Context: an optimization exercise on an open-source flow, tuned for small area, a short achievable clock period and few clock cycles per item. The choices shown serve that exercise and are no tape-out recipe.
Function was not checked in any run shown here: the RTL went through the layout flow alone.

==> flow/design.v, too long to show whole: its modules and the start of the top module <==
// module lm_sub: 46 lines
// module lm_add: 50 lines
// module lm_mul: 31 lines
// module lm_mul24: 1663 lines
// module lm_lzc32: 16 lines
// module lm_rsh_sticky: 19 lines
// module level_meter: 53 lines
module level_meter (
    input  wire        clk,
    input  wire        rst,
    input  wire        in_valid,
    output wire        in_ready,
    input  wire [31:0] in_sample,
    input  wire [31:0] cfg_attack,
    input  wire [31:0] cfg_decay,
    input  wire [31:0] cfg_min,
    input  wire [31:0] cfg_max,
    output reg         out_valid,
    output wire [31:0] level
);
  // ...
==> flow/flow/run.sh <==
#!/bin/bash
# Standard ORFS layout, with timing repair asked to leave 44 ns of setup slack,
# so that the resizer works on the loop's critical path. make's output goes to
# flow_make.log; each ORFS step keeps its own log under orfs/logs/.
set -euo pipefail
bash standard.sh SETUP_SLACK_MARGIN=44 finish > flow_make.log 2>&1
==> flow/standard.sh <==
#!/bin/bash
# synth_recipe.tcl (not shown) runs the flow's synth.tcl, then flattens the netlist and writes it again
# the make line also repeats each setting of config.mk as NAME=value (left out here)
make -C /OpenROAD-flow-scripts/flow DESIGN_CONFIG=/design/flow/config.mk WORK_HOME=/design/flow/orfs CLKGATE_MAP_FILE= SYNTH_SCRIPT=/design/flow/synth_recipe.tcl "${@:-finish}"
==> flow/config.mk <==
export PLATFORM = sky130hd
export DESIGN_NAME = level_meter
export DESIGN_NICKNAME = level_meter
export VERILOG_FILES = /design/flow/design.v
export SDC_FILE = /design/flow/constraint.sdc
export NUM_CORES = 4
export LEC_CHECK = 0
export ABC_AREA = 1
export CAP_MARGIN = 20
export CORE_MARGIN = 2
export CORE_UTILIZATION = 50
export SLEW_MARGIN = 20
==> flow/constraint.sdc <==
create_clock -name core_clock -period 75.0 [get_ports {clk}]
set_input_delay 15.0000 -clock core_clock [delete_from_list [all_inputs] [get_ports {clk}]]
set_output_delay 15.0000 -clock core_clock [all_outputs]
set_load 0.01 [all_outputs]
==> results.txt, run 1 <==
Critical Path Sink Type=flip-flop; Top delay family on crit path=simple AND/OR/NAND/NOR gates; top post-synthesis cells by count=nand2_1 (2,136), inv_1 (1,231), nor2_1 (872), nand3_1 (837), fa_1 (519); mux contribution to synthesized area=0.00380; hold path start=busy$_SDFF_PP0_; DRT met1 WL=86,000 um; outcome=no timing/DRC/antenna violations; reg2reg path depth=148; CLK BUF=19; yosys warns=1; number of diodes=5; achievable frequency=approximately 34 MHz; hold-critical path depth=2; core area=105,000 um^2; gr usage total=0.402; Area after DPL=55,500 um^2; #FFs+latches synth=126; largest family of logic cells by synthesized area=simple AND/OR/NAND/NOR gates; Crit-path slowest cell=o21ai_0; final instance area=57,200 um^2; top sig layer=met4; CP Depth=around 150; synth top area cells=fa_1 (20%), nand2_1 (15%), ha_1 (8.8%); CP Data Required Time=between 70,000 and 80,000 ps; Non-CTS inverters=1,324; bufs w/o clock=approximately 360; worst-case clock buffer depth=2; number of global-route vias before repair=55,500; clk tree area frac=0.0107; met2 wire length=97,800 um; # setup viols final=0; Avg WL per Cell=22.4 um; post-synthesis async set-or-reset flop share=0; average via count per standard cell=5.89; worst r2r src=lvl[27]$_DFFE_PP_; max_slew headroom=0.140; WP data arrival=29,320 ps; Final Hold Viols=0
==> inputs of run 2 (changes only) <==
==> flow/flow/run.sh (replaced) <==
#!/bin/bash
# Standard ORFS layout, with timing repair asked to leave 48 ns of setup slack,
# so that the resizer works on the loop's critical path. make's output goes to
# flow_make.log; each ORFS step keeps its own log under orfs/logs/.
set -euo pipefail
bash standard.sh SETUP_SLACK_MARGIN=48 finish > flow_make.log 2>&1
==> run 2 against run 1 <==
Against the previous run: still clean; area after synthesis unchanged; critical path depth increased by 11; flip-flop and latch count unchanged; first-iteration DRC count increased by 7.9%; critical path type unchanged; critical endpoint unchanged.
==> results.txt, run 2 <==
outcome=no timing/DRC/antenna violations (unchanged); CTS Hold Bufs=0 (unchanged); average via count per standard cell=5.96 (was 5.89); num rows=119 (unchanged); grt peak-use layer=met2 (unchanged); Most used DFF post-synth=dfxtp_1 (unchanged); die area=108,000 um^2 (unchanged); Tmin final=25,950 ps (was 29,080 ps); First-pass DRT Iterations=10 (unchanged); area delta synth->final=14.7% (was 8.43%); area share of the largest cell type after synthesis=0.197 (unchanged); slew at the pin with the worst max-slew slack=1130 ps (was 1290 ps); hold-critical path depth=2 (unchanged); Crit-path slowest cell=fa_1 (was o21ai_0); routability congestion estimate=1.04 (unchanged); core area=105,000 um^2 (unchanged); number of H-tree levels=4 (unchanged); Max Clock Skew=30.7 ps (was 25.9 ps); commonest non-fill, non-tap cell in the layout=nand2_1 (unchanged); most instantiated library cell after synthesis=nand2_1 (unchanged); Hold Path Class=flip-flop to flip-flop (unchanged); vias=60,200 (was 58,600); Clock Latency Late Sink=500 ps (was 490 ps); HPWL after DPL=175,000 um (unchanged); Avg WL per Cell=22.9 um (was 22.4 um); WL final=231,000 um (was 223,000 um); top post-synthesis cells by count=nand2_1 (2,136), inv_1 (1,231), nor2_1 (872), nand3_1 (837), fa_1 (519) (unchanged); most numerous cell on the critical path=nand2_1 (unchanged); number of global-route vias before repair=56,200 (was 55,500); post-synth net total=9,520 (unchanged); DRC viols=0 (unchanged); TNS Setup=0 ps (unchanged); Critical Path Sink Type=flip-flop (unchanged); hold path start=busy$_SDFF_PP0_ (unchanged); met2 GRT Util=0.652 (was 0.635); #FFs+latches synth=126 (unchanged); RSZ-0062 raised after global routing=false (unchanged); worst-case clock buffer depth=2 (unchanged); Worst-path clk slew=80 ps (was 70 ps); crit start category=flip-flop (unchanged); R2R setup slack=49,050 ps (was 45,920 ps); CTS tree=yes (unchanged); GRT met1 Usage=0.516 (was 0.505); Cells after DPL=9,834 (unchanged); final non-filler cell total=10,100 (was 9,945); Netlist Area Pre-Place=52,700 um^2 (unchanged); slowest stage delay, CP=770 ps (about the same); Gate Count Post-Synth=8,467 (unchanged); WP data arrival=26,190 ps (was 29,320 ps); Max Cap Viol=0 (unchanged); CTS root buffer=clkbuf_16 (unchanged); first-pass GRT wire length=338,000 um (was 332,000 um); yosys warns=1 (unchanged); initial antenna violation count=2 (was 5); I/O pin total=197 (unchanged); gr ovfl total=0 (unchanged); CP Data Required Time=75,240 ps (about the same); most frequent cells in the layout=nand2_1 (2,074), inv_1 (1,187), nor2_1 (846) (was nand2_1 (2,121), inv_1 (1,214), nor2_1 (868)); Post-synth EDFFs=31 (unchanged); CP max FO=51 (was 57); Slew Limit Fails=0 (unchanged); Yosys cell types=87 (unchanged); Iteration-0 DRC Markers=6,933 (was 6,425); CP Class=flip-flop to flip-flop (unchanged); area leader, netlist=fa_1 (unchanged); layout cell share with drive strength beyond 1=0.118 (was 0.0715); syn_area_per_cell=6.23 um^2 (unchanged); Final Hold Viols=0 (unchanged); gr usage total=0.411 (was 0.402); reg2reg path depth=159 (was 148); Starting Density=0.502 (unchanged); CTS Sinks=126 (unchanged); worst r2r src=lvl[30]$_DFFE_PP_ (was lvl[27]$_DFFE_PP_); largest net degree at the start of global routing=78 (unchanged); Final #Nets=9,747 (was 9,590); Post-DRT Antenna Nets=0 (unchanged); CTS Buf Count=17 (unchanged); IO Port Bufs=189 (unchanged); routing usage on met3=0.0699 (was 0.0690); synth top area cells=fa_1 (20%), nand2_1 (15%), ha_1 (8.8%) (unchanged); final period utilization=0.346 (was 0.388); die height=329 um (unchanged); die extent in x=329 um (unchanged); max_slew headroom=0.241 (was 0.140); hold endpoint=out_valid$_SDFF_PP0_ (unchanged); reg2reg end=lvl[10]$_DFFE_PP_ (unchanged); sequential area share after synthesis=0.0537 (unchanged); post-synthesis async set-or-reset flop share=0 (unchanged); # setup viols final=0 (unchanged); achievable frequency=38.5 MHz (was 34.4 MHz); Worst Setup SP=lvl[30]$_DFFE_PP_ (was lvl[27]$_DFFE_PP_)
==> run 2: kinds of logic after synthesis <==
group                    after synthesis  share of synthesized area
AO/OA/AOI/OAI                       1261                      0.134
XOR/XNOR                             201                     0.0334
adder cells (fa/ha/maj)              890                      0.285
buffers and inverters               1634                      0.127
flip-flops                           126                     0.0537
multiplexers                          20                    0.00380
other                                  2                   0.000142
AND/OR/NAND/NOR                     4333                      0.363
==> run 2: area by class of cell <==
class                      count  area (um^2)
multi-input combinational   6720        44900
fill                       10600        44500
inverter                    1319         5270
timing repair buffer         500         5030
sequential                   126         2840
tap                         1391         1740
clock buffer                  19          464
clock inverter                12          146
timing repair inverter        10         68.8
antenna                        1         2.50
==> run 2: what timing repair did <==
action,in CTS,in global routing
cloned,17,22
pin swaps,27,104
buffers inserted,81,111
endpoints found under the setup margin,31,31
resized for setup,260,368
==> run 2: worst max-delay path: cells and delay by family (launching register included) <==
family                     cells  cell delay, ps
AOI/OAI and AO/OA             35            5560
xor gates and xnor gates       3             630
adders and majority gates     13            5330
buffers and inverters         25            3330
DFF                            1             390
muxes                          1             250
and+or+nand+nor               82            9970
==> run 2: through the flow <==
stage	cell area [um^2]	util	setup slack (ps)	hold WS [ps]
global placement	55400	0.528	40600	477
global route	60500	0.576	47850	534
detailed placement	55500	0.528	40540	482
CTS	57800	0.551	48010	498
finish	60500	0.576	49050	486
floorplan	52700	-	50600	410
==> run 2: metal layers <==
layer  part of all wire  vias to the layer above
li1                   -                    27600
met1               0.38                    28400
met2               0.44                     3345
met3              0.099                      860
met4              0.084                        0
met5                  0                        -
==> run 2: worst max-delay path by stage <==
stage | endpoint | slack (ps)
2_1_floorplan | lvl[3]$_DFFE_PP_ | 50600
6_report | lvl[10]$_DFFE_PP_ | 49050
4_1_cts | lvl[10]$_DFFE_PP_ | 48010
3_5_place_dp | lvl[10]$_DFFE_PP_ | 40540
3_3_place_gp | lvl[10]$_DFFE_PP_ | 40600
5_1_grt | lvl[2]$_DFFE_PP_ | 47850

## static timing again, ports no longer ideal
No port has a modelled driver above. Below, the same layouts with a new extraction and two added sets of constraints. Step 1, drivers: a clkbuf_16 drives clk and a buf_2 each remaining input, both assumed. Step 2 also shifts input and output timing later by t, the mid clock arrival at the registers, as if the neighbouring blocks saw the same clock. a / b / c = no drivers / after step 1 / after step 2; a / b = the first two.
run	t (ns)	slack for setup (ns)	pins driven straight from the clock port
run 1	0.546	45.923 / 45.923 / 45.923	1
run 2	0.549	49.052 / 49.052 / 49.052	1
After both steps setup and hold are still met in every run listed.
